Source: an optimization exercise on an open RTL-to-GDS flow (aim: small area, a short achievable clock period and few clock cycles per item). Production flows keep margins and buffers that such runs may drop. In this exercise RTL edits were held to simulation tests only and were not proved equivalent to the original.

<file path="design/flow/design.v">
module smolbit_mul #(parameter R = 8) (
    input  wire [32:0]  a,
    input  wire [32:0]  x,
    input  wire [R-1:0] d,
    input  wire         cin,
    output wire [32:0]  mac
);
    assign mac = a + x * d + {32'd0, cin};
endmodule
module smolbit_div (
    input  wire [4:0] l,
    input  wire [4:0] v,
    output reg  [3:0] k
);
    always @* begin
        case ({v, l})
        10'd66: k = 4'd1;
        10'd67: k = 4'd1;
        10'd68: k = 4'd2;
        10'd69: k = 4'd2;
        10'd70: k = 4'd3;
        10'd71: k = 4'd3;
        10'd72: k = 4'd4;
        10'd73: k = 4'd4;
        10'd74: k = 4'd5;
        10'd75: k = 4'd5;
        10'd76: k = 4'd6;
        10'd77: k = 4'd6;
        10'd78: k = 4'd7;
        10'd79: k = 4'd7;
        10'd80: k = 4'd8;
        10'd81: k = 4'd8;
        10'd82: k = 4'd9;
        10'd83: k = 4'd9;
        10'd84: k = 4'd10;
        10'd85: k = 4'd10;
        10'd86: k = 4'd11;
        10'd87: k = 4'd11;
        10'd88: k = 4'd12;
        10'd89: k = 4'd12;
        10'd90: k = 4'd13;
        10'd91: k = 4'd13;
        10'd92: k = 4'd14;
        10'd93: k = 4'd14;
        10'd94: k = 4'd15;
        10'd95: k = 4'd15;
        10'd99: k = 4'd1;
        10'd100: k = 4'd1;
        10'd101: k = 4'd1;
        10'd102: k = 4'd2;
        10'd103: k = 4'd2;
        10'd104: k = 4'd2;
        10'd105: k = 4'd3;
        10'd106: k = 4'd3;
        10'd107: k = 4'd3;
        10'd108: k = 4'd4;
        10'd109: k = 4'd4;
        10'd110: k = 4'd4;
        10'd111: k = 4'd5;
        10'd112: k = 4'd5;
        10'd113: k = 4'd5;
        10'd114: k = 4'd6;
        10'd115: k = 4'd6;
        10'd116: k = 4'd6;
        10'd117: k = 4'd7;
        10'd118: k = 4'd7;
        10'd119: k = 4'd7;
        10'd120: k = 4'd8;
        10'd121: k = 4'd8;
        10'd122: k = 4'd8;
        10'd123: k = 4'd9;
        10'd124: k = 4'd9;
        10'd125: k = 4'd9;
        10'd126: k = 4'd10;
        10'd127: k = 4'd10;
        10'd132: k = 4'd1;
        10'd133: k = 4'd1;
        10'd134: k = 4'd1;
        10'd135: k = 4'd1;
        10'd136: k = 4'd2;
        10'd137: k = 4'd2;
        10'd138: k = 4'd2;
        10'd139: k = 4'd2;
        10'd140: k = 4'd3;
        10'd141: k = 4'd3;
        10'd142: k = 4'd3;
        10'd143: k = 4'd3;
        10'd144: k = 4'd4;
        10'd145: k = 4'd4;
        10'd146: k = 4'd4;
        10'd147: k = 4'd4;
        10'd148: k = 4'd5;
        10'd149: k = 4'd5;
        10'd150: k = 4'd5;
        10'd151: k = 4'd5;
        10'd152: k = 4'd6;
        10'd153: k = 4'd6;
        10'd154: k = 4'd6;
        10'd155: k = 4'd6;
        10'd156: k = 4'd7;
        10'd157: k = 4'd7;
        10'd158: k = 4'd7;
        10'd159: k = 4'd7;
        10'd165: k = 4'd1;
        10'd166: k = 4'd1;
        10'd167: k = 4'd1;
        10'd168: k = 4'd1;
        10'd169: k = 4'd1;
        10'd170: k = 4'd2;
        10'd171: k = 4'd2;
        10'd172: k = 4'd2;
        10'd173: k = 4'd2;
        10'd174: k = 4'd2;
        10'd175: k = 4'd3;
        10'd176: k = 4'd3;
        10'd177: k = 4'd3;
        10'd178: k = 4'd3;
        10'd179: k = 4'd3;
        10'd180: k = 4'd4;
        10'd181: k = 4'd4;
        10'd182: k = 4'd4;
        10'd183: k = 4'd4;
        10'd184: k = 4'd4;
        10'd185: k = 4'd5;
        10'd186: k = 4'd5;
        10'd187: k = 4'd5;
        10'd188: k = 4'd5;
        10'd189: k = 4'd5;
        10'd190: k = 4'd6;
        10'd191: k = 4'd6;
        10'd198: k = 4'd1;
        10'd199: k = 4'd1;
        10'd200: k = 4'd1;
        10'd201: k = 4'd1;
        10'd202: k = 4'd1;
        10'd203: k = 4'd1;
        10'd204: k = 4'd2;
        10'd205: k = 4'd2;
        10'd206: k = 4'd2;
        10'd207: k = 4'd2;
        10'd208: k = 4'd2;
        10'd209: k = 4'd2;
        10'd210: k = 4'd3;
        10'd211: k = 4'd3;
        10'd212: k = 4'd3;
        10'd213: k = 4'd3;
        10'd214: k = 4'd3;
        10'd215: k = 4'd3;
        10'd216: k = 4'd4;
        10'd217: k = 4'd4;
        10'd218: k = 4'd4;
        10'd219: k = 4'd4;
        10'd220: k = 4'd4;
        10'd221: k = 4'd4;
        10'd222: k = 4'd5;
        10'd223: k = 4'd5;
        10'd231: k = 4'd1;
        10'd232: k = 4'd1;
        10'd233: k = 4'd1;
        10'd234: k = 4'd1;
        10'd235: k = 4'd1;
        10'd236: k = 4'd1;
        10'd237: k = 4'd1;
        10'd238: k = 4'd2;
        10'd239: k = 4'd2;
        10'd240: k = 4'd2;
        10'd241: k = 4'd2;
        10'd242: k = 4'd2;
        10'd243: k = 4'd2;
        10'd244: k = 4'd2;
        10'd245: k = 4'd3;
        10'd246: k = 4'd3;
        10'd247: k = 4'd3;
        10'd248: k = 4'd3;
        10'd249: k = 4'd3;
        10'd250: k = 4'd3;
        10'd251: k = 4'd3;
        10'd252: k = 4'd4;
        10'd253: k = 4'd4;
        10'd254: k = 4'd4;
        10'd255: k = 4'd4;
        10'd264: k = 4'd1;
        10'd265: k = 4'd1;
        10'd266: k = 4'd1;
        10'd267: k = 4'd1;
        10'd268: k = 4'd1;
        10'd269: k = 4'd1;
        10'd270: k = 4'd1;
        10'd271: k = 4'd1;
        10'd272: k = 4'd2;
        10'd273: k = 4'd2;
        10'd274: k = 4'd2;
        10'd275: k = 4'd2;
        10'd276: k = 4'd2;
        10'd277: k = 4'd2;
        10'd278: k = 4'd2;
        10'd279: k = 4'd2;
        10'd280: k = 4'd3;
        10'd281: k = 4'd3;
        10'd282: k = 4'd3;
        10'd283: k = 4'd3;
        10'd284: k = 4'd3;
        10'd285: k = 4'd3;
        10'd286: k = 4'd3;
        10'd287: k = 4'd3;
        10'd297: k = 4'd1;
        10'd298: k = 4'd1;
        10'd299: k = 4'd1;
        10'd300: k = 4'd1;
        10'd301: k = 4'd1;
        10'd302: k = 4'd1;
        10'd303: k = 4'd1;
        10'd304: k = 4'd1;
        10'd305: k = 4'd1;
        10'd306: k = 4'd2;
        10'd307: k = 4'd2;
        10'd308: k = 4'd2;
        10'd309: k = 4'd2;
        10'd310: k = 4'd2;
        10'd311: k = 4'd2;
        10'd312: k = 4'd2;
        10'd313: k = 4'd2;
        10'd314: k = 4'd2;
        10'd315: k = 4'd3;
        10'd316: k = 4'd3;
        10'd317: k = 4'd3;
        10'd318: k = 4'd3;
        10'd319: k = 4'd3;
        10'd330: k = 4'd1;
        10'd331: k = 4'd1;
        10'd332: k = 4'd1;
        10'd333: k = 4'd1;
        10'd334: k = 4'd1;
        10'd335: k = 4'd1;
        10'd336: k = 4'd1;
        10'd337: k = 4'd1;
        10'd338: k = 4'd1;
        10'd339: k = 4'd1;
        10'd340: k = 4'd2;
        10'd341: k = 4'd2;
        10'd342: k = 4'd2;
        10'd343: k = 4'd2;
        10'd344: k = 4'd2;
        10'd345: k = 4'd2;
        10'd346: k = 4'd2;
        10'd347: k = 4'd2;
        10'd348: k = 4'd2;
        10'd349: k = 4'd2;
        10'd350: k = 4'd3;
        10'd351: k = 4'd3;
        10'd363: k = 4'd1;
        10'd364: k = 4'd1;
        10'd365: k = 4'd1;
        10'd366: k = 4'd1;
        10'd367: k = 4'd1;
        10'd368: k = 4'd1;
        10'd369: k = 4'd1;
        10'd370: k = 4'd1;
        10'd371: k = 4'd1;
        10'd372: k = 4'd1;
        10'd373: k = 4'd1;
        10'd374: k = 4'd2;
        10'd375: k = 4'd2;
        10'd376: k = 4'd2;
        10'd377: k = 4'd2;
        10'd378: k = 4'd2;
        10'd379: k = 4'd2;
        10'd380: k = 4'd2;
        10'd381: k = 4'd2;
        10'd382: k = 4'd2;
        10'd383: k = 4'd2;
        10'd396: k = 4'd1;
        10'd397: k = 4'd1;
        10'd398: k = 4'd1;
        10'd399: k = 4'd1;
        10'd400: k = 4'd1;
        10'd401: k = 4'd1;
        10'd402: k = 4'd1;
        10'd403: k = 4'd1;
        10'd404: k = 4'd1;
        10'd405: k = 4'd1;
        10'd406: k = 4'd1;
        10'd407: k = 4'd1;
        10'd408: k = 4'd2;
        10'd409: k = 4'd2;
        10'd410: k = 4'd2;
        10'd411: k = 4'd2;
        10'd412: k = 4'd2;
        10'd413: k = 4'd2;
        10'd414: k = 4'd2;
        10'd415: k = 4'd2;
        10'd429: k = 4'd1;
        10'd430: k = 4'd1;
        10'd431: k = 4'd1;
        10'd432: k = 4'd1;
        10'd433: k = 4'd1;
        10'd434: k = 4'd1;
        10'd435: k = 4'd1;
        10'd436: k = 4'd1;
        10'd437: k = 4'd1;
        10'd438: k = 4'd1;
        10'd439: k = 4'd1;
        10'd440: k = 4'd1;
        10'd441: k = 4'd1;
        10'd442: k = 4'd2;
        10'd443: k = 4'd2;
        10'd444: k = 4'd2;
        10'd445: k = 4'd2;
        10'd446: k = 4'd2;
        10'd447: k = 4'd2;
        10'd462: k = 4'd1;
        10'd463: k = 4'd1;
        10'd464: k = 4'd1;
        10'd465: k = 4'd1;
        10'd466: k = 4'd1;
        10'd467: k = 4'd1;
        10'd468: k = 4'd1;
        10'd469: k = 4'd1;
        10'd470: k = 4'd1;
        10'd471: k = 4'd1;
        10'd472: k = 4'd1;
        10'd473: k = 4'd1;
        10'd474: k = 4'd1;
        10'd475: k = 4'd1;
        10'd476: k = 4'd2;
        10'd477: k = 4'd2;
        10'd478: k = 4'd2;
        10'd479: k = 4'd2;
        10'd495: k = 4'd1;
        10'd496: k = 4'd1;
        10'd497: k = 4'd1;
        10'd498: k = 4'd1;
        10'd499: k = 4'd1;
        10'd500: k = 4'd1;
        10'd501: k = 4'd1;
        10'd502: k = 4'd1;
        10'd503: k = 4'd1;
        10'd504: k = 4'd1;
        10'd505: k = 4'd1;
        10'd506: k = 4'd1;
        10'd507: k = 4'd1;
        10'd508: k = 4'd1;
        10'd509: k = 4'd1;
        10'd510: k = 4'd2;
        10'd511: k = 4'd2;
        10'd528: k = 4'd1;
        10'd529: k = 4'd1;
        10'd530: k = 4'd1;
        10'd531: k = 4'd1;
        10'd532: k = 4'd1;
        10'd533: k = 4'd1;
        10'd534: k = 4'd1;
        10'd535: k = 4'd1;
        10'd536: k = 4'd1;
        10'd537: k = 4'd1;
        10'd538: k = 4'd1;
        10'd539: k = 4'd1;
        10'd540: k = 4'd1;
        10'd541: k = 4'd1;
        10'd542: k = 4'd1;
        10'd543: k = 4'd1;
        10'd561: k = 4'd1;
        10'd562: k = 4'd1;
        10'd563: k = 4'd1;
        10'd564: k = 4'd1;
        10'd565: k = 4'd1;
        10'd566: k = 4'd1;
        10'd567: k = 4'd1;
        10'd568: k = 4'd1;
        10'd569: k = 4'd1;
        10'd570: k = 4'd1;
        10'd571: k = 4'd1;
        10'd572: k = 4'd1;
        10'd573: k = 4'd1;
        10'd574: k = 4'd1;
        10'd575: k = 4'd1;
        10'd594: k = 4'd1;
        10'd595: k = 4'd1;
        10'd596: k = 4'd1;
        10'd597: k = 4'd1;
        10'd598: k = 4'd1;
        10'd599: k = 4'd1;
        10'd600: k = 4'd1;
        10'd601: k = 4'd1;
        10'd602: k = 4'd1;
        10'd603: k = 4'd1;
        10'd604: k = 4'd1;
        10'd605: k = 4'd1;
        10'd606: k = 4'd1;
        10'd607: k = 4'd1;
        10'd627: k = 4'd1;
        10'd628: k = 4'd1;
        10'd629: k = 4'd1;
        10'd630: k = 4'd1;
        10'd631: k = 4'd1;
        10'd632: k = 4'd1;
        10'd633: k = 4'd1;
        10'd634: k = 4'd1;
        10'd635: k = 4'd1;
        10'd636: k = 4'd1;
        10'd637: k = 4'd1;
        10'd638: k = 4'd1;
        10'd639: k = 4'd1;
        10'd660: k = 4'd1;
        10'd661: k = 4'd1;
        10'd662: k = 4'd1;
        10'd663: k = 4'd1;
        10'd664: k = 4'd1;
        10'd665: k = 4'd1;
        10'd666: k = 4'd1;
        10'd667: k = 4'd1;
        10'd668: k = 4'd1;
        10'd669: k = 4'd1;
        10'd670: k = 4'd1;
        10'd671: k = 4'd1;
        10'd693: k = 4'd1;
        10'd694: k = 4'd1;
        10'd695: k = 4'd1;
        10'd696: k = 4'd1;
        10'd697: k = 4'd1;
        10'd698: k = 4'd1;
        10'd699: k = 4'd1;
        10'd700: k = 4'd1;
        10'd701: k = 4'd1;
        10'd702: k = 4'd1;
        10'd703: k = 4'd1;
        10'd726: k = 4'd1;
        10'd727: k = 4'd1;
        10'd728: k = 4'd1;
        10'd729: k = 4'd1;
        10'd730: k = 4'd1;
        10'd731: k = 4'd1;
        10'd732: k = 4'd1;
        10'd733: k = 4'd1;
        10'd734: k = 4'd1;
        10'd735: k = 4'd1;
        10'd759: k = 4'd1;
        10'd760: k = 4'd1;
        10'd761: k = 4'd1;
        10'd762: k = 4'd1;
        10'd763: k = 4'd1;
        10'd764: k = 4'd1;
        10'd765: k = 4'd1;
        10'd766: k = 4'd1;
        10'd767: k = 4'd1;
        10'd792: k = 4'd1;
        10'd793: k = 4'd1;
        10'd794: k = 4'd1;
        10'd795: k = 4'd1;
        10'd796: k = 4'd1;
        10'd797: k = 4'd1;
        10'd798: k = 4'd1;
        10'd799: k = 4'd1;
        10'd825: k = 4'd1;
        10'd826: k = 4'd1;
        10'd827: k = 4'd1;
        10'd828: k = 4'd1;
        10'd829: k = 4'd1;
        10'd830: k = 4'd1;
        10'd831: k = 4'd1;
        10'd858: k = 4'd1;
        10'd859: k = 4'd1;
        10'd860: k = 4'd1;
        10'd861: k = 4'd1;
        10'd862: k = 4'd1;
        10'd863: k = 4'd1;
        10'd891: k = 4'd1;
        10'd892: k = 4'd1;
        10'd893: k = 4'd1;
        10'd894: k = 4'd1;
        10'd895: k = 4'd1;
        10'd924: k = 4'd1;
        10'd925: k = 4'd1;
        10'd926: k = 4'd1;
        10'd927: k = 4'd1;
        10'd957: k = 4'd1;
        10'd958: k = 4'd1;
        10'd959: k = 4'd1;
        10'd990: k = 4'd1;
        10'd991: k = 4'd1;
        10'd1023: k = 4'd1;
        default: k = 4'd0;
        endcase
    end
endmodule
module smolbit_log2 (
    input  wire [31:0] w,
    output reg  [4:0]  l
);
    integer i;
    always @* begin
        l = 5'd0;
        for (i = 0; i < 32; i = i + 1)
            if (w[i]) l = i[4:0];
    end
endmodule
module smolbit_arith (
    input  wire        clk,
    input  wire        rst,
    input  wire        in_valid,
    output wire        in_ready,
    input  wire [2:0]  in_mode,
    input  wire [31:0] in_a,
    input  wire [31:0] in_b,
    output reg         out_valid,
    output wire [31:0] out_result
);
    localparam integer R  = 8;           
    localparam integer ND = 32 / R;      
    localparam integer DW = 2;           
    localparam integer SM = R - 1;       
    localparam [2:0] M_ADD = 3'd0, M_SUB = 3'd1, M_MUL = 3'd2, M_DIV = 3'd3,
                     M_MOV = 3'd4, M_LDI = 3'd5, M_POW = 3'd6, M_ROOT = 3'd7;
    localparam [2:0] S_IDLE  = 3'd0,
                     S_FAST  = 3'd1,   
                     S_MUL   = 3'd2,   
                     S_DALN  = 3'd3,   
                     S_DSUB  = 3'd4,   
                     S_RSET  = 3'd6,   
                     S_RMUL  = 3'd7;   
    reg [2:0]    st;
    reg [31:0]   u, v, acc;
    reg [32:0]   x;
    reg [R-1:0]  dq;          
    reg          cin;         
    reg          afirst;      
    reg          useu;        
    reg          msel;        
    reg          ispow;
    reg          ph;          
    reg [1:0]    nb;          
    reg [2:0]    e;           
    reg [4:0]    deg;         
    reg [4:0]    la;          
    reg [5:0]    sd;          
    reg [DW-1:0] di;          
    reg [4:0]    cnt;         
    reg [3:0]    j;           
    reg          s32;         
    reg          cpl;         
    reg          rfirst, spec, pchk, big, ovl, pc;
    wire         ovf;         
    assign out_result = acc;
    reg         ainv;
    reg         sacc;         
    wire [32:0] addend = (({s32, u} & {33{useu}}) | ({1'b0, acc} & {33{sacc}})) ^ {33{ainv}};
    wire [32:0] mac;
    smolbit_mul #(.R(R)) u_mac (.a(addend), .x(x), .d(dq), .cin(cin), .mac(mac));
    wire [15:0] ohj  = 16'd1 << j;
    wire [15:0] cand = v[15:0] | ohj;                        
    wire [31:0] mpl  = (st == S_RMUL) ? {16'd0, cand} : (msel ? u : v);
    wire [DW-1:0] lastd = (mpl[31:24] != 8'd0) ? 2'd3 : (mpl[23:16] != 8'd0) ? 2'd2 :
                          (mpl[15:8]  != 8'd0) ? 2'd1 : 2'd0;
    wire         sq    = ispow & msel;                       
    wire         last  = sq ? (di == {1'b0, lastd != 2'd0}) : (di == lastd);
    wire [DW-1:0] din  = last ? 2'd0 : di + 2'd1;
    wire [R-1:0] dnext = mpl[din*R +: R];
    wire        agtu = acc > u;
    wire [3:0]  k0;
    smolbit_div u_k (.l(la), .v(deg), .k(k0));
    wire        ok    = ~ovf & ~agtu;                        
    wire        rsf   = (st == S_RSET) &  rfirst;            
    wire        rsl   = (st == S_RSET) & ~rfirst;            
    wire        rchk  = (st == S_RMUL) & (di == 0);
    wire        fix   = rchk & spec & ok;                    
    wire        abt   = rchk & pchk & ~ok;                   
    wire        lastm = (st == S_RMUL) & ~fix & ~abt & last & (cnt == 5'd1);
    wire [15:0] rn    = (rsf ? 16'd0 : v[15:0]) | (rsf ? (16'd1 << k0) : 16'd0) |
                        (fix ? (ohj << 1) : 16'd0) | ((rsl & ok) ? ohj : 16'd0);
    wire [3:0]  jn    = rsf ? k0 - 4'd1 : (fix ? j : j - 4'd1);
    wire [15:0] candn = rn | (16'd1 << jn);
    wire        rdone = rsf ? (la < deg) : (rsl | (abt & (j == 4'd0)));
    wire        rnext = (rsf & ~rdone) | fix | ((abt | lastm) & (j != 4'd0));
    wire [4:0]  lx;
    smolbit_log2 u_lx (.w(x[31:0]), .l(lx));
    wire [5:0]  lsum   = {1'b0, lx} + {2'b00, k0};
    wire        big_n  = (di == 0) ? (lsum == 6'd31) : big;
    wire        ovl_n  = (di == 0) ? lsum[5] : ovl;
    wire        pc_n   = (di == 0) ? mac[32] : (mac[32] ^ pc);
    assign      ovf    = ovl | (big & pc);
    function automatic [2:0] dsh(input [5:0] s);
        dsh = (s > SM) ? SM[2:0] : s[2:0];
    endfunction
    wire        cpln = ~(cpl ^ s32);          
    wire        qbit = cpln ^ ~mac[32];       
    wire [5:0]  sdn  = sd - {3'd0, dsh(sd)};
    reg fin;
    always @* begin
        case (st)
        S_FAST:  fin = 1'b1;
        S_MUL:   fin = last & (~ispow | ((ph | ~e[2]) & (nb == 2'd1)));
        S_DSUB:  fin = (cnt == 5'd0);
        S_RSET, S_RMUL: fin = rdone;
        default: fin = 1'b0;
        endcase
    end
    assign in_ready = (st == S_IDLE) | fin;
    wire accept = in_valid & in_ready;
    wire swap = (in_b[31:16] != 16'd0) & (in_a[31:16] == 16'd0);
    wire [4:0] la_in, lb_in;
    smolbit_log2 u_la (.w(in_a), .l(la_in));
    smolbit_log2 u_lb (.w(in_b), .l(lb_in));
    wire [5:0] sd_in = {1'b0, la_in} - {1'b0, lb_in};
    wire b_zero = (in_b == 32'd0);
    wire b_one  = (in_b == 32'd1);
    wire b_ge16 = (in_b[31:4] != 28'd0);
    wire b_ge32 = (in_b[31:5] != 27'd0);
    wire a_zero = (in_a == 32'd0);
    localparam [2:0] X_LD = 3'd1, X_SHL = 3'd2, X_SQ2 = 3'd3, X_SHR = 3'd4, X_CAND = 3'd5;
    localparam [1:0] A_MAC = 2'd0, A_ZERO = 2'd1, A_Q = 2'd2, A_RN = 2'd3;
    reg [2:0]   xs;           
    reg         xin, xa, xsq; 
    reg         u_en, uin;    
    reg         v_en;         
    reg         acc_en;
    reg [1:0]   as;
    reg [2:0]   st_n;
    reg [R-1:0] dq_n;
    reg         afirst_n, useu_n, cin_n, msel_n, xnb;
    always @* begin
        st_n = st;
        xs = 3'd0; xin = 1'b0; xa = 1'b0; xsq = 1'b0;
        u_en = 1'b0; uin = 1'b0; v_en = 1'b0; acc_en = 1'b0; as = A_MAC;
        dq_n = dnext;
        afirst_n = afirst; useu_n = useu; cin_n = cin; msel_n = msel; xnb = 1'b0;
        case (st)
        S_FAST: begin
            acc_en = 1'b1;
        end
        S_MUL: begin
            acc_en   = 1'b1;
            afirst_n = 1'b0;
            if (!last) begin
                xs = sq ? X_SQ2 : X_SHL;
            end else if (ispow) begin
                afirst_n = 1'b1;
                xs = X_LD;
                u_en = 1'b1;
                if (!ph && e[2]) begin
                    msel_n = 1'b0; dq_n = v[R-1:0];
                end else begin
                    msel_n = 1'b1; dq_n = mac[R-1:0]; xsq = 1'b1;
                end
            end
        end
        S_DALN: begin
            acc_en = 1'b1; as = A_ZERO;
            xs = X_LD;
            dq_n = {{(R-1){1'b0}}, 1'b1} << dsh(sdn);
            if (sdn == 6'd0) begin
                st_n = S_DSUB; useu_n = 1'b1; afirst_n = 1'b0;
            end
        end
        S_DSUB: begin
            u_en = 1'b1;
            acc_en = 1'b1; as = A_Q;
            xs = X_SHR;
            dq_n = 1;
        end
        S_RSET, S_RMUL: begin
            acc_en = (st == S_RMUL) | rdone;
            as     = rdone ? A_RN : A_MAC;
            afirst_n = 1'b0;
            if (rnext) begin
                v_en = 1'b1;
                xs = X_CAND;
                afirst_n = 1'b1;
                dq_n = candn[R-1:0];
                st_n = S_RMUL;
            end else if (st == S_RMUL) begin
                if (last) begin
                    xs = X_LD;
                    afirst_n = 1'b1;
                    if (cnt == 5'd1) st_n = S_RSET;      
                end else begin
                    xs = X_SHL;
                end
            end
        end
        default: ;
        endcase
        if (fin) st_n = S_IDLE;
        if (accept) begin
            u_en = 1'b1; uin = 1'b1;
            xs = X_LD; xin = 1'b1; xa = 1'b0; xsq = 1'b0;
            afirst_n = 1'b1; useu_n = 1'b0; cin_n = 1'b0; msel_n = 1'b0;
            dq_n = 1;
            st_n = S_FAST;
            case (in_mode)
            M_ADD: useu_n = 1'b1;
            M_SUB: begin useu_n = 1'b1; cin_n = 1'b1; xnb = 1'b1; end
            M_MUL: begin
                st_n = S_MUL;
                xa = ~swap;
                v_en = 1'b1;
                msel_n = swap;
                dq_n = swap ? in_a[R-1:0] : in_b[R-1:0];
            end
            M_DIV: begin
                if (b_zero)        dq_n = 0;
                else if (sd_in[5]) dq_n = 0;             
                else begin
                    st_n = S_DALN;
                    dq_n = {{(R-1){1'b0}}, 1'b1} << dsh(sd_in);
                end
            end
            M_POW: begin
                if (b_ge16)      dq_n = 0;
                else if (b_zero) begin dq_n = 0; cin_n = 1'b1; end
                else if (b_one)  begin dq_n = 0; useu_n = 1'b1; end
                else begin
                    st_n = S_MUL;
                    xa = 1'b1; xsq = 1'b1;
                    v_en = 1'b1;
                    msel_n = 1'b1;
                    dq_n = in_a[R-1:0];
                end
            end
            M_ROOT: begin
                if (b_zero || a_zero) dq_n = 0;
                else if (b_one)  begin dq_n = 0; useu_n = 1'b1; end
                else if (b_ge32) begin dq_n = 0; cin_n = 1'b1; end
                else begin
                    st_n = S_RSET;
                    v_en = 1'b1;
                end
            end
            default: ;    
            endcase
        end
    end
    wire [31:0] xsrc = xin ? (xa ? in_a : (in_b ^ {32{xnb}})) : mac[31:0];
    wire [32:0] xld  = xsq ? {xsrc[31:8], 1'b0, xsrc[7:0]} : {1'b0, xsrc};
    reg  [32:0] x_n;
    always @* begin
        case (xs)
        X_SHL:   x_n = {x[32-R:0], {R{1'b0}}};
        X_SQ2:   x_n = {x[24:17], 1'b0, x[16:9], 16'd0};
        X_SHR:   x_n = {1'b0, x[32:1]};
        X_CAND:  x_n = {17'd0, candn};
        default: x_n = xld;
        endcase
    end
    wire        vroot0 = accept & (in_mode == M_ROOT);
    wire [31:0] v_n = accept ? ((in_mode == M_POW) ? in_a : (vroot0 ? 32'd0 : in_b))
                             : {16'd0, rn};
    reg [31:0] acc_n;
    always @* begin
        case (as)
        A_ZERO:  acc_n = 32'd0;
        A_Q:     acc_n = {acc[30:0], qbit};
        A_RN:    acc_n = {16'd0, rn};
        default: acc_n = mac[31:0];
        endcase
    end
    always @(posedge clk) begin
        if (u_en)       u   <= uin ? in_a : mac[31:0];
        if (v_en)       v   <= v_n;
        if (xs != 3'd0) x   <= x_n;
        if (acc_en)     acc <= acc_n;
        dq     <= dq_n;
        afirst <= afirst_n;
        useu   <= useu_n;
        sacc   <= ~useu_n & ~afirst_n;
        cin    <= cin_n;
        ainv   <= ~rst & (st_n == S_DSUB) & ~(st == S_DSUB ? mac[32] : 1'b0);
        msel   <= msel_n;
        if (rst) begin
            st        <= S_IDLE;
            out_valid <= 1'b0;
        end else begin
            st        <= st_n;
            out_valid <= fin;
        end
        case (st)
        S_MUL: if (last && ispow) begin
            di <= 0;
            if (!ph && e[2]) ph <= 1'b1;
            else begin ph <= 1'b0; e <= {e[1:0], 1'b0}; nb <= nb - 2'd1; end
        end else di <= di + 1'b1;
        S_DALN: begin
            sd  <= sdn;
            cnt <= cnt + {2'b00, dsh(sd)};
        end
        S_DSUB: begin
            s32 <= mac[32];
            cpl <= cpln;
            cnt <= cnt - 5'd1;
        end
        S_RSET, S_RMUL: begin
            rfirst <= 1'b0;
            big <= big_n;
            ovl <= ovl_n;
            pc  <= pc_n;
            if (rnext) begin
                j    <= jn;
                cnt  <= deg - 5'd1;
                di   <= 0;
                pchk <= 1'b0;
                spec <= lastm;                
            end else if (st == S_RMUL) begin
                spec <= 1'b0;
                if (last) begin
                    di   <= 0;
                    pchk <= 1'b1;
                    cnt  <= cnt - 5'd1;
                end else begin
                    di <= di + 1'b1;
                end
            end
        end
        default: ;
        endcase
        if (accept) begin
            di  <= 0;
            ph  <= 1'b0;
            cnt <= 5'd0;
            s32 <= 1'b0;
            cpl <= 1'b0;
            sd  <= sd_in;
            la  <= la_in;
            deg <= in_b[4:0];
            rfirst <= 1'b1;
            spec   <= 1'b0;
            pchk   <= 1'b0;
            ispow <= (in_mode == M_POW);
            if (in_b[3]) begin
                nb <= 2'd3; e <= in_b[2:0];
            end else if (in_b[2]) begin
                nb <= 2'd2; e <= {in_b[1:0], 1'b0};
            end else begin
                nb <= 2'd1; e <= {in_b[0], 2'b00};
            end
        end
    end
endmodule
</file>
<file path="design/flow/run.sh">
#!/bin/bash
# synth_recipe.tcl (not shown) runs the flow's synth.tcl, then flattens the netlist and writes it again
# the make line also repeats each setting of config.mk as NAME=value (left out here)
make -C /OpenROAD-flow-scripts/flow DESIGN_CONFIG=/design/flow/config.mk WORK_HOME=/design/flow/orfs CLKGATE_MAP_FILE= SYNTH_SCRIPT=/design/flow/synth_recipe.tcl finish
</file>
<file path="design/flow/config.mk">
export PLATFORM = sky130hd
export DESIGN_NAME = smolbit_arith
export DESIGN_NICKNAME = smolbit_arith
export VERILOG_FILES = /design/flow/design.v
export SDC_FILE = /design/flow/constraint.sdc
export NUM_CORES = 4
export LEC_CHECK = 0
export CAP_MARGIN = 20
export CORE_MARGIN = 2
export CORE_UTILIZATION = 40
export SETUP_SLACK_MARGIN = 1.5
export SLEW_MARGIN = 20
</file>
<file path="design/flow/constraint.sdc">
create_clock -name core_clock -period 8.0 [get_ports {clk}]
set_input_delay 1.6000 -clock core_clock [delete_from_list [all_inputs] [get_ports {clk}]]
set_output_delay 1.6000 -clock core_clock [all_outputs]
set_load 0.01 [all_outputs]
</file>
==> results.yml, run 1 <==
routing:
  drc_errors: 0
  drt-pass1-iter-count: 21
  routedWlPerCell_um: 26.8
  totalWireLength_um: 98400
  postRouteAntennaNets: 0
  dr_total_vias: 22900
  first_iter_violations: 2851
  via_per_inst: 6.24
cells_and_area:
  layout.nets: 3256
  final_cells: 3671
  layout-drive-gt1-share_pct: 6.25
  stdcell_area_mm2: 0.0264
  area_growth_pct: 10.1
  seq_area_mm2: 0.00549
  multiInputGateArea_mm2: 0.0167
  final_core_util_pct: 44.6
  fill_cells: 5892
yosys:
  synth_ff_type: "edfxtp_1"
  syn_area_mm2: 0.0239
  syn_nets: 3259
  async_flop_share_pct: 0
  synth_mux_area_share_pct: 1.99
  synthAdderAreaFrac_pct: 22.0
  ys_warn_count: 3
  syn_area_per_cell_um2: 8.29
  ys_types: 99
  synth-edff-count: 160
  synth_top_family_by_area: "adder cells"
  yosys.area_share.simple_pct: 19.6
  synth-compound-area-share_pct: 21.2
  ys_seq_elements: 193
  synth_xor_area_share_pct: 4.32
  syn_inst: 2887
  ys_seq_area_share_pct: 22.8
worst_setup_path:
  crit_fanout: 7
  cp.depth: 23
  worstSetupStartpointType: "flop"
  crit_type: "flop to flop"
  r2r_cells: 23
  r2r-start: "x[4]"
  worst_setup_path_end_kind: "flop"
  worstPathRequired_ps: 8200
  cp.arrival_ps: 6580
  critPathTopFamily: "adder cells"
  critPathBufInv: 3
  cp_slowest_stage_delay_ps: 650
  reg2reg_slack_ps: 1620
  crit_top_cell: "fa_1"
  cpMaxStageDelayCell: "edfxtp_1"
  r2r-end: "acc[0]"
  cp_cell_sequence: "buf_4 -> and2_1 -> fa_1 -> inv_1 -> fa_1 -> fa_1 -> inv_1 -> fa_1 -> ha_1 -> a21o_1 -> a21o_1 -> a21o_1 -> a21oi_2 -> o31ai_4 -> a311oi_2 -> o21ai_1 -> o311ai_1 -> o21ai_1 -> and3_1 -> o41ai_2 -> xnor2_1 -> xnor2_1 -> o21ai_1"
  cp-endpoint: "acc[0]"
  crit_path_start: "x[4]"
cts:
  cts_tree: "yes"
  postCtsHoldBufs: 0
  cts-root-buf: "clkbuf_16"
  htree_num_levels: 4
  clock_path_buffers: 2
  numCtsBuffers: 17
  clk_pin_slew_ps: 90
  clock_sinks: 193
  clock_latency_ps: 480
floorplanning:
  initial_utilization_pct: 40.5
  core_area_mm2: 0.0591
  num_io_pins: 104
  core.rowCount: 89
  die_area_mm2: 0.0618
  die_w_um: 249
  die_height_um: 249
grt:
  grt_pass1_vias: 22200
  grt_max_degree: 164
  grt_remaining_overflow: 0
  antenna_found_initial: 1
  track_usage_pct: 31.3
  grt_pass1_wl_um: 146000
placed_design:
  dpl_cell_area_mm2: 0.0254
  portBuffers: 103
  post-place-ws_ps: 978
  gp_congestion: 1.03
  dp_hpwl_um: 76500
  dpl.cell_count: 3616
flow_run:
  cap_violations: 0
sta:
  relSlewSlack_pct: 23.9
  timing.final.ws_setup_ps: 1620
  hold_viol_final: 0
  fin_crit_sh_pct: 79.7
  finalSetupViolCount: 0
  final.setup.tns_ps: 0
  period_needed_ps: 6380
  worst_pin_slew_ps: 1110
  fin_worst_skew_ps: 19.6
  rsz0062_at_grt: "true"
  fmax_mhz: 157
  finalMaxSlewViolations: 0
min_path:
  min_path_type: "flop to flop"
status:
  status: "timing/DRC/antenna clean"
## cells in the final DEF, fill, tap and decap left out, types with 21 or more instances in the layout
cell type	instances
xnor2_1	61
xor2_1	52
o221ai_1	24
edfxtp_1	160
inv_1	277
dfxtp_1	23
nor3_1	85
clkdlybuf4s50_1	103
mux2i_1	34
o21ai_0	115
o21ai_1	21
a22oi_1	52
and2_1	103
a21o_1	49
ha_1	104
nor4_1	26
a21oi_1	222
buf_4	63
nand2_1	380
fa_1	197
nand3_1	49
nor2_1	203
o22ai_1	28
a221oi_1	22
nor3b_1	24
## synthesized netlist by cell type (all sizes together) (20+ instances only)
cell / n / area (um2)
a22oi: 54 / 405
o21ai: 140 / 716
nor3b: 24 / 180
nor3: 89 / 457
mux2i: 34 / 340
buf: 52 / 333
o221ai: 24 / 210
edfxtp: 160 / 4800
a21o: 49 / 368
a221oi: 24 / 234
a211oi: 21 / 158
clkbuf: 141 / 529
a21oi: 230 / 1180
o22ai: 28 / 175
nand3: 50 / 255
fa: 197 / 3940
nand2: 383 / 1440
nor4: 27 / 169
dfxtp: 33 / 661
o211ai: 20 / 150
and3: 21 / 136
xor2: 54 / 473
ha: 105 / 1310
nor2: 206 / 783
inv: 279 / 1050
xnor2: 64 / 561
and2: 104 / 653
## registers in the layout (all words and copies together) (netlist names), 2 cells and up
name / count
acc: 32
cnt: 5
deg: 5
di: 2
dq: 8
e: 3
j: 4
k0: 4
la: 5
nb: 2
sd: 6
st: 3
u: 32
v: 32
x: 33
## final cells by class
cell class	instances	share of cell area (%)
Inverter	282	4.04
Tap cell	773	3.67
Multi-Input combinational cell	2219	63.3
Antenna cell	1	0.00950
Clock inverter	15	0.546
Sequential cell	193	20.8
Clock buffer	17	1.61
Timing Repair Buffer	171	6.00
## tightest hold or removal path: cells and delay by family, from the launching register on
| family | cells | cell delay, ps |
|---|---|---|
| AND/OR/NAND/NOR | 2 | 130 |
| flip-flops | 1 | 350 |
## worst min path at each step
stage | start | endpoint | slack, ps | cells past startpoint
floorplan | rfirst | rfirst | 450 | 2
global placement | rfirst | rfirst | 470 | 2
detailed placement | ph | ph | 500 | 2
CTS | rfirst | rfirst | 520 | 2
global route | spec | spec | 540 | 2
finish | rfirst | rfirst | 520 | 2
## logic make-up (layout without fill, tap and decap cells)
family	count (synthesis)	count (layout)
multiplexers	42	42
buffers and inverters	475	485
XOR/XNOR	118	118
flip-flops	193	193
other	0	1
adder cells (fa/ha/maj)	303	303
AND/OR/NAND/NOR	994	994
AO/OA/AOI/OAI	762	762
## per-layer routing
metal,vias up,track usage (%),routed length (um)
met1,11300,43.6,41300
met2,1301,49.4,44200
li1,10100,-,-
met5,-,0,16
met3,164,5.78,9720
met4,2,9.90,3230
## timing repair
action | 4_1_cts | 5_1_grt
resized for setup | 13 | 30
buffers inserted | 7 | 14
pin swaps | 3 | 7
setup endpoints to repair | 24 | 27
## metrics by stage
| stage | hold slack [ps] |
|---|---|
| 3_5_place_dp | 496 |
| 5_1_grt | 543 |
| 4_1_cts | 519 |
| 2_1_floorplan | 450 |
| 3_3_place_gp | 472 |
| 6_report | 524 |
Testbench counts, summed over its fixed seeds: cycles 13,349, ops 3,200.
==> run 2: changes to the inputs <==
--- a/design/flow/config.mk
+++ b/design/flow/config.mk
@@ -8,5 +8,5 @@
 export CAP_MARGIN = 20
 export CORE_MARGIN = 2
 export CORE_UTILIZATION = 40
-export SETUP_SLACK_MARGIN = 1.5
+export SETUP_SLACK_MARGIN = 1.0
 export SLEW_MARGIN = 20
==> run 2 against run 1 <==
Against the previous run: still clean; final cell count fell by 0.54%; critical path depth fell by 1; design area fell by 1.1%; clock-buffer cell count did not move; via count fell by 0.19%; synthesized cell count did not move.
==> results.yml, run 2 <==
yosys:
  ys_seq_elements: 193
  synth-edff-count: 160
  ys_warn_count: 3
  synth_ff_type: "edfxtp_1"
  synth_common_cells: "nand2_1 (381), inv_1 (277), a21oi_1 (224), nor2_1 (204), fa_1 (197)"
  async_flop_share_pct: 0
  syn_area_mm2: 0.0239
  syn_inst: 2887
  synth_top_area_share_pct: 20.1
  ys_seq_area_share_pct: 22.8
  yosysMostFrequentCell: "nand2_1"
  yosys.area.top_type: "edfxtp_1"
  ys_types: 99
  ys_top_cells_by_area: "edfxtp_1 (20%), fa_1 (16%), nand2_1 (6.0%), ha_1 (5.5%), a21oi_1 (4.7%)"
  syn_nets: 3259
  syn_area_per_cell_um2: 8.29
cts:
  clock_sinks: 193
  htree_num_levels: 4
  clk_pin_slew_ps: 90
  numCtsBuffers: 17
  cts_tree: "yes"
  cts-root-buf: "clkbuf_16"
  clock_path_buffers: 2
  clock_latency_ps: 480
worst_setup_path:
  worstPathRequired_ps: 8200
  cp.arrival_ps: 6860
  worstSetupStartpointType: "flop"
  cp_slowest_stage_delay_ps: 710
  cpMaxStageDelayCell: "edfxtp_1"
  worst_setup_path_end_kind: "flop"
  crit_top_cell: "fa_1"
  crit_type: "flop to flop"
  cp_cell_sequence: "and2_1 -> fa_1 -> inv_1 -> fa_1 -> fa_1 -> inv_1 -> fa_1 -> ha_1 -> a21o_1 -> a21o_1 -> a21o_1 -> a21oi_1 -> o31ai_2 -> a311oi_2 -> o21ai_1 -> o311ai_0 -> o21ai_1 -> and3_1 -> o41ai_2 -> xnor2_1 -> xnor2_1 -> o21ai_1"
  crit_fanout: 13
  r2r-start: "x[7]"
  crit_path_start: "x[7]"
grt:
  grt_max_degree: 164
  track_usage_pct: 31.2
  grt_remaining_overflow: 0
  grt_pass1_wl_um: 145000
  grt_pass1_vias: 22200
  antenna_found_initial: 2
routing:
  routedWlPerCell_um: 26.8
  dr_total_vias: 22900
  totalWireLength_um: 98000
  drc_errors: 0
  via_per_inst: 6.26
  drt-pass1-iter-count: 21
  postRouteAntennaNets: 0
  first_iter_violations: 2906
sta:
  final.setup.tns_ps: 0
  fin_crit_sh_pct: 83.3
  fin_worst_skew_ps: 16.3
  finalSetupViolCount: 0
  relSlewSlack_pct: 13.4
  hold_viol_final: 0
  fmax_mhz: 150
  finalMaxSlewViolations: 0
  worst_pin_slew_ps: 1290
  period_needed_ps: 6670
  rsz0062_at_grt: "false"
floorplanning:
  die_height_um: 249
  num_io_pins: 104
  die_area_mm2: 0.0618
  initial_utilization_pct: 40.5
  core_area_mm2: 0.0591
  die_w_um: 249
  core.rowCount: 89
placed_design:
  dp_hpwl_um: 76500
  gp_congestion: 1.03
  portBuffers: 103
  dpl_cell_area_mm2: 0.0254
cells_and_area:
  layout.nets: 3236
  final_common_cell: "nand2_1"
  stdcell_area_mm2: 0.0261
  area_growth_pct: 8.95
  layout-drive-gt1-share_pct: 5.01
  fill_cells: 5897
  top_register: "x"
  layout_common_cells: "nand2_1 (380), inv_1 (277), a21oi_1 (224)"
  largest_reg_flops: 33
flow_run:
  cap_violations: 0
min_path:
  min_path_type: "flop to flop"
  holdCritStartpoint: "rfirst"
status:
  status: "timing/DRC/antenna clean"
[run 2: cell counts after synthesis]
No cell type changed its count.
[run 2: area by class of cell]
type	count	area [um2]	share of cell area, %
Antenna cell	1	2.50	0.00960
Clock buffer	17	425	1.63
Clock inverter	15	144	0.552
Inverter	282	1060	4.08
Multi-Input combinational cell	2219	16600	63.6
Sequential cell	193	5470	21.0
Tap cell	773	967	3.71
Timing Repair Buffer	151	1410	5.41
[run 2: worst max-delay path: cells and delay by family (launching register included)]
family                   cells  cell delay, ps
AO/OA/AOI/OAI               11            2190
XOR/XNOR                     2             430
adder cells (fa/ha/maj)      5            2320
AND/OR/NAND/NOR              2             590
buffers and inverters        2             110
flip-flops                   1             710
[run 2: metal layers]
metal | GRT usage (%) | vias up | share of wire (%)
li1 | - | 10100 | -
met1 | 43.3 | 11300 | 42
met2 | 49.3 | 1288 | 45
met3 | 5.71 | 170 | 10
met4 | 9.97 | 2 | 3.2
met5 | 0 | - | 0.012
[run 2: through the flow]
stage,utilization [%],cells,setup WS (ps),hold WS (ps)
after global routing,44.1,3650,977,544
after global placement,43.0,3616,1130,472
after CTS,44.0,3648,1010,519
after detailed placement,43.0,3616,978,496
final,44.1,3651,1330,523
after floorplan,-,2887,1610,450
[run 2: worst paths after layout]
check | to | slack, ps | depth (start not counted)
setup / recovery | acc[0] | 1330 | 22
hold / removal | rfirst | 520 | 2
setup reg to reg | acc[0] | 1330 | 22
hold reg to reg | rfirst | 520 | 2
[run 2: cells by family (layout without fill, tap and decap cells)]
family	Yosys count	count (layout)	share of synthesized area (%)
other cells	0	1	0
fa+ha+maj	303	303	22.0
mux	42	42	1.99
buf+inv	475	465	8.05
simple gates	994	994	19.6
flops	193	193	22.8
compound gates	762	762	21.2
xor+xnor	118	118	4.32
[run 2: repair_timing]
item	CTS	global route
gates resized for setup	2	10
endpoints found under the setup margin	1	18
hold buffers	0	0
buffers inserted	0	1
cloned	0	0
pin swaps	0	2
hold endpoints to repair	0	0
==> run 3: changes to the inputs <==
--- a/design/flow/config.mk
+++ b/design/flow/config.mk
@@ -7,6 +7,6 @@
 export LEC_CHECK = 0
 export CAP_MARGIN = 20
 export CORE_MARGIN = 2
-export CORE_UTILIZATION = 40
-export SETUP_SLACK_MARGIN = 1.0
+export CORE_UTILIZATION = 30
+export SETUP_SLACK_MARGIN = 2.0
 export SLEW_MARGIN = 20
==> run 3 against run 2 <==
Against the previous run: non-clock buffer count increased by 87; critical endpoint is now in_ready; worst setup slack improved by 600 ps; largest cell class unchanged; still clean; critical path type is now flop to output port; sequential cell count stayed put; highest routed layer unchanged.
==> results.yml, run 3 <==
grt:
  grt_pass1_wl_um: 140000
  grt_remaining_overflow: 0
  antenna_found_initial: 1
  grt_pass1_vias: 21800
  grt_max_degree: 164
  track_usage_pct: 22.5
cells_and_area:
  insertedDiodeCount: 0
  top_register: "x"
  fill_cells: 8152
  final_core_util_pct: 35.3
  area_growth_pct: 16.5
  layout-drive-gt1-share_pct: 10.9
  largest_reg_flops: 33
  multiInputGateArea_mm2: 0.0172
  seq_area_mm2: 0.00548
  layout_common_cells: "nand2_1 (378), inv_1 (275), a21oi_1 (211)"
  final_common_cell: "nand2_1"
  layout.nets: 3325
floorplanning:
  core_area_mm2: 0.0790
  core.rowCount: 103
  num_io_pins: 104
  die_area_mm2: 0.0820
  die_w_um: 286
  initial_utilization_pct: 30.3
  die_height_um: 286
routing:
  routedWlPerCell_um: 23.6
  dr_total_vias: 23100
  drt-pass1-iter-count: 9
  first_iter_violations: 2878
  drc_errors: 0
  via_per_inst: 5.75
  totalWireLength_um: 94900
  postRouteAntennaNets: 0
yosys:
  syn_area_per_cell_um2: 8.29
  yosysMostFrequentCell: "nand2_1"
  syn_nets: 3259
  synth_ff_type: "edfxtp_1"
  ys_top_cells_by_area: "edfxtp_1 (20%), fa_1 (16%), nand2_1 (6.0%), ha_1 (5.5%), a21oi_1 (4.7%)"
  ys_warn_count: 3
  ys_seq_area_share_pct: 22.8
  synth-edff-count: 160
  ys_types: 99
  yosys.area.top_type: "edfxtp_1"
  syn_inst: 2887
  syn_area_mm2: 0.0239
  ys_seq_elements: 193
  synth_common_cells: "nand2_1 (381), inv_1 (277), a21oi_1 (224), nor2_1 (204), fa_1 (197)"
  async_flop_share_pct: 0
  synth_top_area_share_pct: 20.1
flow_run:
  cap_violations: 0
sta:
  finalSetupViolCount: 0
  rsz0062_at_grt: "true"
  finalMaxSlewViolations: 0
  fmax_mhz: 165
  final.setup.tns_ps: 0
  hold_viol_final: 0
  relSlewSlack_pct: 26.3
  fin_crit_sh_pct: 75.8
  period_needed_ps: 6070
  fin_worst_skew_ps: 28.4
  worst_pin_slew_ps: 1100
cts:
  clk_pin_slew_ps: 80
  cts_tree: "yes"
  cts-root-buf: "clkbuf_16"
  htree_num_levels: 4
  clock_path_buffers: 2
  clock_sinks: 193
  clock_latency_ps: 490
  numCtsBuffers: 17
worst_setup_path:
  r2r_cells: 23
  critPathTopFamily: "simple AND/OR/NAND/NOR gates"
  cp_cell_sequence: "and3_4 -> a21oi_1 -> o22ai_1 -> nand4_1 -> or3_4 -> a221oi_4 -> nor2_1 -> buf_4 -> inv_1 -> a21oi_1 -> nand2_1 -> clkdlybuf4s50_1"
  cpMaxStageDelayCell: "dfxtp_1"
  worstPathRequired_ps: 6400
  critPathBufInv: 3
  cp-endpoint: "in_ready"
  crit_type: "flop to output port"
  crit_top_cell: "a21oi_1"
  worst_setup_path_end_kind: "output port"
  crit_path_start: "st[1]"
  r2r-start: "x[7]"
  reg2reg_slack_ps: 1950
  worstSetupStartpointType: "flop"
  r2r-end: "acc[0]"
  crit_fanout: 13
  cp.depth: 12
  cp_slowest_stage_delay_ps: 610
  cp.arrival_ps: 4470
status:
  status: "timing/DRC/antenna clean"
placed_design:
  gp_congestion: 1.01
  dp_hpwl_um: 71400
  portBuffers: 103
min_path:
  min_path_type: "flop to flop"
## run 3: cell counts after synthesis
Identical to the previous run, type by type.
## run 3: metal layers
layer	routed length [um]	global-route usage, %	up-vias
met5	13	0	-
met4	3260	7.53	2
met3	10100	4.79	171
met2	41700	34.2	1360
met1	39800	31.5	11300
li1	-	-	10200
## run 3: worst min path at each step
stage | start | to | slack (ps) | cells after the start
floorplan | rfirst | rfirst | 450 | 2
global placement | rfirst | rfirst | 470 | 2
detailed placement | rfirst | rfirst | 480 | 2
CTS | rfirst | rfirst | 490 | 2
global route | rfirst | rfirst | 520 | 2
finish | rfirst | rfirst | 490 | 2
## run 3: through the flow
step	hold WS, ps	instance area, um2	worst slack (ps)	instances
finish	493	27900	1930	4016
global route	523	27900	1800	4016
CTS	490	27000	1870	3970
detailed placement	479	25800	837	3894
global placement	473	25800	970	3894
floorplan	450	24000	2000	2887
## run 3: repair_timing
action / in CTS / in global routing
gates cloned: 0 / 4
resized for setup: 50 / 107
setup endpoints to repair: 54 / 50
buffers inserted: 44 / 42
hold buffers: 0 / 0
pin swaps: 11 / 52
## run 3: cells by family (layout without fill, tap and decap cells)
kind of cell | Yosys count | in the layout | share of synthesized area (%)
AO/OA/AOI/OAI | 762 | 764 | 21.2
XOR/XNOR | 118 | 118 | 4.32
adder cells (fa/ha/maj) | 303 | 303 | 22.0
buffers and inverters | 475 | 552 | 8.05
flip-flops | 193 | 193 | 22.8
multiplexers | 42 | 42 | 1.99
AND/OR/NAND/NOR | 994 | 994 | 19.6
## run 3: layout make-up
| class | count | share of cell area, % |
|---|---|---|
| multi-input cells | 2221 | 61.7 |
| flip-flops and latches | 193 | 19.7 |
| repair buffers | 238 | 7.93 |
| well taps | 1050 | 4.71 |
| inverters | 282 | 3.81 |
| clock buffers | 17 | 1.53 |
| clock inverters | 15 | 0.669 |
## run 3: worst min-delay path: stages, from the launching register on
cell and delay, ps:
dfxtp_1 350, nand2_1 60, nand2_1 40
==> run 4: changes to the inputs <==
--- a/design/flow/config.mk
+++ b/design/flow/config.mk
@@ -8,5 +8,5 @@
 export CAP_MARGIN = 20
 export CORE_MARGIN = 2
 export CORE_UTILIZATION = 30
-export SETUP_SLACK_MARGIN = 2.0
+export SETUP_SLACK_MARGIN = 1.5
 export SLEW_MARGIN = 20
==> run 4 against run 3 <==
Against the previous run: fmax decreased by 4.7%; worst setup slack worse by 300 ps; die area unchanged; register-to-register slack worse by 290 ps; sequential cell count unchanged; clock skew shrank 13 ps; largest cell class unchanged; highest routed layer is now met4.
==> results.yml, run 4 <==
status:
  status: "timing/DRC/antenna clean"
sta:
  worst_hold_slack_ps: 490
  finalMaxSlewViolations: 0
  period_needed_ps: 6360
  timing.final.ws_setup_ps: 1640
  worst_pin_slew_ps: 1230
  hold_viol_final: 0
  rsz0062_at_grt: "true"
  final.setup.tns_ps: 0
  relSlewSlack_pct: 17.2
  fmax_mhz: 157
  finalSetupViolCount: 0
  fin_crit_sh_pct: 79.5
  fin_worst_skew_ps: 14.9
yosys:
  async_flop_share_pct: 0
  syn_inst: 2887
  ys_top_cells_by_area: "edfxtp_1 (20%), fa_1 (16%), nand2_1 (6.0%), ha_1 (5.5%), a21oi_1 (4.7%)"
  ys_seq_elements: 193
  synth_ff_type: "edfxtp_1"
  synth_common_cells: "nand2_1 (381), inv_1 (277), a21oi_1 (224), nor2_1 (204), fa_1 (197)"
  yosysMostFrequentCell: "nand2_1"
  yosys.area.top_type: "edfxtp_1"
  syn_area_per_cell_um2: 8.29
  ys_warn_count: 3
  synth-edff-count: 160
  syn_nets: 3259
  syn_area_mm2: 0.0239
  ys_seq_area_share_pct: 22.8
  ys_types: 99
  synth_top_area_share_pct: 20.1
placed_design:
  post-place-ws_ps: 876
  gp_congestion: 1.00
  portBuffers: 103
  dp_hpwl_um: 73300
floorplanning:
  die_area_mm2: 0.0820
  initial_utilization_pct: 30.3
  core.rowCount: 103
  num_io_pins: 104
  die_w_um: 286
  die_height_um: 286
  core_area_mm2: 0.0790
cells_and_area:
  insertedDiodeCount: 0
  layout-drive-gt1-share_pct: 6.21
  final_core_util_pct: 33.8
  fill_cells: 8223
  largest_reg_flops: 33
  layout_common_cells: "nand2_1 (380), inv_1 (277), a21oi_1 (221)"
  final_common_cell: "nand2_1"
  layout.nets: 3256
  top_register: "x"
  area_growth_pct: 11.6
grt:
  grt_pass1_vias: 21500
  grt_remaining_overflow: 0
  antenna_found_initial: 2
  grt_max_degree: 84
  grt_pass1_wl_um: 140000
  track_usage_pct: 22.5
worst_setup_path:
  cp.arrival_ps: 4760
  worst_setup_path_end_kind: "output port"
  worstSetupStartpointType: "flop"
  crit_fanout: 19
  worstPathRequired_ps: 6400
  crit_type: "flop to output port"
cts:
  clk_pin_slew_ps: 80
  cts_tree: "yes"
  htree_num_levels: 4
  clock_sinks: 193
  clock_path_buffers: 2
  clock_latency_ps: 480
  cts-root-buf: "clkbuf_16"
  postCtsHoldBufs: 0
  numCtsBuffers: 17
routing:
  postRouteAntennaNets: 0
  via_per_inst: 5.71
  routedWlPerCell_um: 23.7
  totalWireLength_um: 93600
  dr_total_vias: 22600
  first_iter_violations: 2978
  drt-pass1-iter-count: 6
  drc_errors: 0
min_path:
  min_path_type: "flop to flop"
flow_run:
  cap_violations: 0
-- run 4: cell counts after synthesis --
No cell type changed its count.
-- run 4: timing repair --
| action | in CTS | in global routing |
|---|---|---|
| gates resized for setup | 16 | 30 |
| endpoints found under the setup margin | 18 | 79 |
| pin swaps | 1 | 7 |
| cloned | 0 | 1 |
| buffers inserted | 0 | 10 |
-- run 4: metrics by stage --
step	cell area, um2	instances
finish	26700	3947
global route	26700	3947
CTS	26500	3936
detailed placement	25900	3904
global placement	25900	3904
floorplan	23900	2887
-- run 4: path summary, 6_finish.rpt --
kind / depth (start not counted) / slack, ps / startpoint / end
setup / recovery: 11 / 1640 / st[2] / in_ready
hold / removal: 2 / 490 / rfirst / rfirst
setup reg to reg: 21 / 1660 / x[15] / x[32]
hold reg to reg: 2 / 490 / rfirst / rfirst
-- run 4: kinds of logic (layout without fill, tap and decap cells) --
kind of cell	after synthesis	count (layout)	synth area share (%)
simple gates	994	994	19.6
compound gates	762	763	21.2
buf+inv	475	484	8.05
fa+ha+maj	303	303	22.0
flops	193	193	22.8
xor+xnor	118	118	4.32
mux	42	42	1.99
-- run 4: cell type report --
type | count | area [um2] | area share [%]
sequential | 193 | 5490 | 20.5
multi-input combinational | 2220 | 16700 | 62.5
clock inverter | 15 | 148 | 0.553
timing repair buffer | 170 | 1590 | 5.93
tap | 1050 | 1310 | 4.92
clock buffer | 17 | 425 | 1.59
inverter | 282 | 1060 | 3.98
-- run 4: per-layer routing --
metal,vias to the layer above,wire [um],GRT usage (%)
li1,10100,-,-
met1,11100,40200,32.1
met2,1214,40600,34.2
met3,157,9510,4.26
met4,0,3310,7.51
met5,-,0,0
-- run 4: worst max-delay path, cell delays in order (launching register included) --
cell and delay [ps]:
dfxtp_1 790, and3_4 490, a21oi_1 110, o22ai_1 400, nand4_1 320, or3_4 420, a221oi_4 450, nor2_1 230
inv_1 220, a21oi_1 140, nand2_1 150, clkdlybuf4s50_1 550
==> run 5: changes to the inputs <==
--- a/design/flow/design.v
+++ b/design/flow/design.v
@@ -607,7 +607,7 @@
     wire b_ge32 = (in_b[31:5] != 27'd0);
     wire a_zero = (in_a == 32'd0);
     localparam [2:0] X_LD = 3'd1, X_SHL = 3'd2, X_SQ2 = 3'd3, X_SHR = 3'd4, X_CAND = 3'd5;
-    localparam [1:0] A_MAC = 2'd0, A_ZERO = 2'd1, A_Q = 2'd2, A_RN = 2'd3;
+    localparam [1:0] A_MAC = 2'd0, A_Q = 2'd2, A_RN = 2'd3;
     reg [2:0]   xs;           
     reg         xin, xa, xsq; 
     reg         u_en, uin;    
@@ -616,13 +616,14 @@
     reg [1:0]   as;
     reg [2:0]   st_n;
     reg [R-1:0] dq_n;
-    reg         afirst_n, useu_n, cin_n, msel_n, xnb;
+    reg         afirst_n, useu_n, cin_n, msel_n, xnb, ainv_n;
     always @* begin
         st_n = st;
         xs = 3'd0; xin = 1'b0; xa = 1'b0; xsq = 1'b0;
         u_en = 1'b0; uin = 1'b0; v_en = 1'b0; acc_en = 1'b0; as = A_MAC;
         dq_n = dnext;
         afirst_n = afirst; useu_n = useu; cin_n = cin; msel_n = msel; xnb = 1'b0;
+        ainv_n = 1'b0;
         case (st)
         S_FAST: begin
             acc_en = 1'b1;
@@ -644,18 +645,21 @@
             end
         end
         S_DALN: begin
-            acc_en = 1'b1; as = A_ZERO;
             xs = X_LD;
             dq_n = {{(R-1){1'b0}}, 1'b1} << dsh(sdn);
             if (sdn == 6'd0) begin
-                st_n = S_DSUB; useu_n = 1'b1; afirst_n = 1'b0;
+                st_n = S_DSUB; useu_n = 1'b1; afirst_n = 1'b1; ainv_n = 1'b1;
+                dq_n = {1'b1, {(R-1){1'b0}}};
             end
         end
         S_DSUB: begin
             u_en = 1'b1;
             acc_en = 1'b1; as = A_Q;
-            xs = X_SHR;
-            dq_n = 1;
+            afirst_n = 1'b0;
+            ainv_n = ~mac[32];
+            if (dq[0]) xs = X_SHR;
+            else       dq_n = dq >> 1;
+            if (dq[0]) dq_n = dq;
         end
         S_RSET, S_RMUL: begin
             acc_en = (st == S_RMUL) | rdone;
@@ -683,7 +687,7 @@
         if (accept) begin
             u_en = 1'b1; uin = 1'b1;
             xs = X_LD; xin = 1'b1; xa = 1'b0; xsq = 1'b0;
-            afirst_n = 1'b1; useu_n = 1'b0; cin_n = 1'b0; msel_n = 1'b0;
+            afirst_n = 1'b1; useu_n = 1'b0; cin_n = 1'b0; msel_n = 1'b0; ainv_n = 1'b0;
             dq_n = 1;
             st_n = S_FAST;
             case (in_mode)
@@ -699,9 +703,12 @@
             M_DIV: begin
                 if (b_zero)        dq_n = 0;
                 else if (sd_in[5]) dq_n = 0;             
-                else begin
+                else if (sd_in > SM) begin
                     st_n = S_DALN;
-                    dq_n = {{(R-1){1'b0}}, 1'b1} << dsh(sd_in);
+                    dq_n = {{(R-1){1'b0}}, 1'b1} << dsh(sd_in - SM);
+                end else begin
+                    st_n = S_DSUB; useu_n = 1'b1; ainv_n = 1'b1;
+                    dq_n = {{(R-1){1'b0}}, 1'b1} << sd_in[2:0];
                 end
             end
             M_POW: begin
@@ -747,8 +754,7 @@
     reg [31:0] acc_n;
     always @* begin
         case (as)
-        A_ZERO:  acc_n = 32'd0;
-        A_Q:     acc_n = {acc[30:0], qbit};
+        A_Q:     acc_n = {acc[30:0] & {31{~afirst}}, qbit};
         A_RN:    acc_n = {16'd0, rn};
         default: acc_n = mac[31:0];
         endcase
@@ -763,7 +769,7 @@
         useu   <= useu_n;
         sacc   <= ~useu_n & ~afirst_n;
         cin    <= cin_n;
-        ainv   <= ~rst & (st_n == S_DSUB) & ~(st == S_DSUB ? mac[32] : 1'b0);
+        ainv   <= ainv_n & ~rst;
         msel   <= msel_n;
         if (rst) begin
             st        <= S_IDLE;
@@ -780,7 +786,6 @@
         end else di <= di + 1'b1;
         S_DALN: begin
             sd  <= sdn;
-            cnt <= cnt + {2'b00, dsh(sd)};
         end
         S_DSUB: begin
             s32 <= mac[32];
@@ -814,10 +819,10 @@
         if (accept) begin
             di  <= 0;
             ph  <= 1'b0;
-            cnt <= 5'd0;
+            cnt <= sd_in[4:0];
             s32 <= 1'b0;
             cpl <= 1'b0;
-            sd  <= sd_in;
+            sd  <= sd_in - SM;
             la  <= la_in;
             deg <= in_b[4:0];
             rfirst <= 1'b1;
--- a/design/flow/config.mk
+++ b/design/flow/config.mk
@@ -7,6 +7,6 @@
 export LEC_CHECK = 0
 export CAP_MARGIN = 20
 export CORE_MARGIN = 2
-export CORE_UTILIZATION = 30
-export SETUP_SLACK_MARGIN = 1.5
+export CORE_UTILIZATION = 40
+export SETUP_SLACK_MARGIN = 2.0
 export SLEW_MARGIN = 20
==> run 5 against run 4 <==
Against the previous run: sequential share of layout area decreased by 0.94 points; clock-buffer cell count increased by 2; register-to-register slack improved by 350 ps; worst setup slack improved by 250 ps; global-route usage increased by 11 points; first-iteration DRC count increased by 14%; design area increased by 7.0%; final cell count decreased by 2.9%; via count increased by 8.3%; non-clock buffer count increased by 115.
==> results.yml, run 5 <==
status:
  status: "timing/DRC/antenna clean"
sta:
  fin_worst_skew_ps: 16.3
  fin_crit_sh_pct: 76.4
  timing.final.ws_setup_ps: 1890
  final.setup.tns_ps: 0
  fmax_mhz: 164
  relSlewSlack_pct: 24.2
  finalSetupViolCount: 0
  hold_viol_final: 0
  finalMaxSlewViolations: 0
  rsz0062_at_grt: "true"
  period_needed_ps: 6110
  worst_pin_slew_ps: 1140
routing:
  totalWireLength_um: 106000
  routedWlPerCell_um: 27.7
  postRouteAntennaNets: 0
  first_iter_violations: 3398
  via_per_inst: 6.37
  drc_errors: 0
  dr_total_vias: 24400
  drt-pass1-iter-count: 8
worst_setup_path:
  worstSetupStartpointType: "input pin"
  r2r-start: "useu"
  worstPathRequired_ps: 8210
  crit_path_start: "in_b[2]"
  crit_type: "input pin to flop"
  cp.arrival_ps: 6330
  crit_fanout: 4
  worst_setup_path_end_kind: "flop"
grt:
  antenna_found_initial: 2
  grt_pass1_vias: 23600
  track_usage_pct: 33.2
  grt_pass1_wl_um: 156000
  grt_max_degree: 129
  grt_remaining_overflow: 0
cells_and_area:
  layout.nets: 3408
  insertedDiodeCount: 0
  final_cells: 3831
  layout-drive-gt1-share_pct: 13.7
  largest_reg_flops: 33
  layout_common_cells: "nand2_1 (364), inv_1 (281), nor2_1 (215)"
  top_register: "x"
  final_common_cell: "nand2_1"
  area_growth_pct: 16.8
cts:
  clk_pin_slew_ps: 80
  numCtsBuffers: 17
  clock_path_buffers: 2
  htree_num_levels: 4
  clock_sinks: 193
  cts-root-buf: "clkbuf_16"
  clock_latency_ps: 480
  cts_tree: "yes"
yosys:
  ys_types: 96
  ys_top_cells_by_area: "edfxtp_1 (21%), fa_1 (16%), nand2_1 (5.6%), ha_1 (5.4%), inv_1 (4.4%)"
  yosys.area_share.simple_pct: 18.7
  ys_warn_count: 3
  synth-edff-count: 172
  syn_area_mm2: 0.0245
  ys_seq_area_share_pct: 22.8
  synth_top_area_share_pct: 21.1
  syn_nets: 3299
  synth_common_cells: "nand2_1 (367), inv_1 (288), nor2_1 (225), fa_1 (196), edfxtp_1 (172)"
  yosys.area.top_type: "edfxtp_1"
  yosysMostFrequentCell: "nand2_1"
  synth_ff_type: "edfxtp_1"
  synth_top_family_by_area: "adder cells"
  syn_inst: 2928
  async_flop_share_pct: 0
  ys_seq_elements: 193
  synth_xor_area_share_pct: 4.69
  synthAdderAreaFrac_pct: 21.6
  synth-compound-area-share_pct: 21.3
  syn_area_per_cell_um2: 8.36
  synth_mux_area_share_pct: 2.91
floorplanning:
  initial_utilization_pct: 40.5
  die_w_um: 251
  die_height_um: 251
  die_area_mm2: 0.0632
  core.rowCount: 90
  core_area_mm2: 0.0605
  num_io_pins: 104
placed_design:
  post-place-ws_ps: 845
  gp_congestion: 1.21
  dpl.cell_count: 3676
  portBuffers: 103
  dp_hpwl_um: 80200
min_path:
  min_path_type: "flop to flop"
  holdCritStartpoint: "ph"
flow_run:
  cap_violations: 0
run 5: cell types whose count changed after synthesis, moves of 19 or more:
| cell | delta |
|---|---|
| a21o_1 | -19 |
| nor3b_1 | -21 |
| o21ai_0 | +29 |
| nor2_1 | +21 |
| a21oi_1 | -53 |
| mux2_2 | +20 |
| nor3_1 | -21 |
| a221oi_1 | +22 |
run 5: critical path, stage by stage:
cell and delay (ps):
buf_6 90, nand2b_4 130, a21oi_2 110, o21bai_1 80, a21oi_1 170, o21bai_1 100, a21oi_1 170, o21bai_1 110
a21oi_1 150, o21ai_1 120, a2111oi_2 320, nor3_1 90, o31ai_1 300, ha_2 270, fa_2 500, or3_4 400
buf_4 150, nand3b_1 130, a21oi_4 90, buf_4 150, a22oi_2 220, nor3_2 90, buf_4 160, a222oi_1 450
a22oi_1 160
run 5: per-stage QoR:
step           instance area, um2  hold slack [ps]  utilization (%)
2_1_floorplan               24500              434                -
3_3_place_gp                26200              449             43.3
3_5_place_dp                26200              451             43.3
4_1_cts                     27500              462             45.4
5_1_grt                     28600              483             47.3
6_report                    28600              460             47.3
run 5: worst paths after layout:
check / end / slack [ps] / cells after the start
worst max-delay path: dq[2] / 1890 / 25
worst min-delay path: ph / 460 / 2
worst max register to register: x[26] / 2010 / 23
worst min register to register: ph / 460 / 2
run 5: kinds of logic after synthesis:
group / count (synthesis)
adder cells (fa/ha/maj): 305
AND/OR/NAND/NOR: 984
flip-flops: 193
buffers and inverters: 489
AO/OA/AOI/OAI: 761
XOR/XNOR: 131
multiplexers: 65
run 5: what timing repair did:
item / 4_1_cts / 5_1_grt
pin swaps: 37 / 74
cloned: 0 / 1
endpoints found under the setup margin: 68 / 84
gates resized for setup: 107 / 111
hold buffers: 0 / 0
buffers inserted: 45 / 78
run 5: layout make-up:
cell class	count	area [um2]
sequential	193	5600
clock buffer	19	433
timing repair buffer	285	2580
tap	782	978
multi-input combinational	2246	17700
clock inverter	12	134
fill	5816	31900
inverter	294	1110
run 5: per-layer routing:
layer  up-vias  wire length (um)  part of all wire [%]  track usage [%]
li1      10500                 -                     -                -
met2      1540             48400                    46             53.5
met5         -                 0                     0                0
met1     12100             41300                    39             43.5
met3       292             11100                    10             6.37
met4         0              5170                   4.9             14.2
Testbench counts of run 5, summed over its fixed seeds: cycles 13,192, ops 3,200.

==> port drivers added, routing unchanged <==
The flow's constraints put no driver on any port. The routed layouts listed below were extracted and timed again, unchanged, in two steps. Step 1, drivers: a clkbuf_16 drives clk and a buf_2 each remaining input, both assumed. Step 2 adds t to the input delays and takes it off the output delays; t is the mean of the earliest and latest rising clock arrival at the registers after step 1. Input paths then give back, and output paths get back, about the clock's delay inside the block. Three values: ideal ports, drivers, drivers and shift; two values: the first two.
run | t (ns) | setup slack, ns | slew at the worst register clock pin (ns)
run 1 | 0.531 | 1.623 / 1.592 / 1.316 | 0.09 / 0.09
run 2 | 0.530 | 1.334 / 1.285 / 1.334 | 0.09 / 0.09
run 3 | 0.532 | 1.934 / 1.877 / 1.646 | 0.10 / 0.10
run 4 | 0.528 | 1.637 / 1.583 / 1.305 | 0.09 / 0.09
run 5 | 0.525 | 1.885 / 1.909 / 1.384 | 0.08 / 0.08
After both steps every run listed still meets setup and hold. For run 5, which loses most, drivers alone change the setup slack by +0.024 ns; drivers and shift together by -0.501 ns.
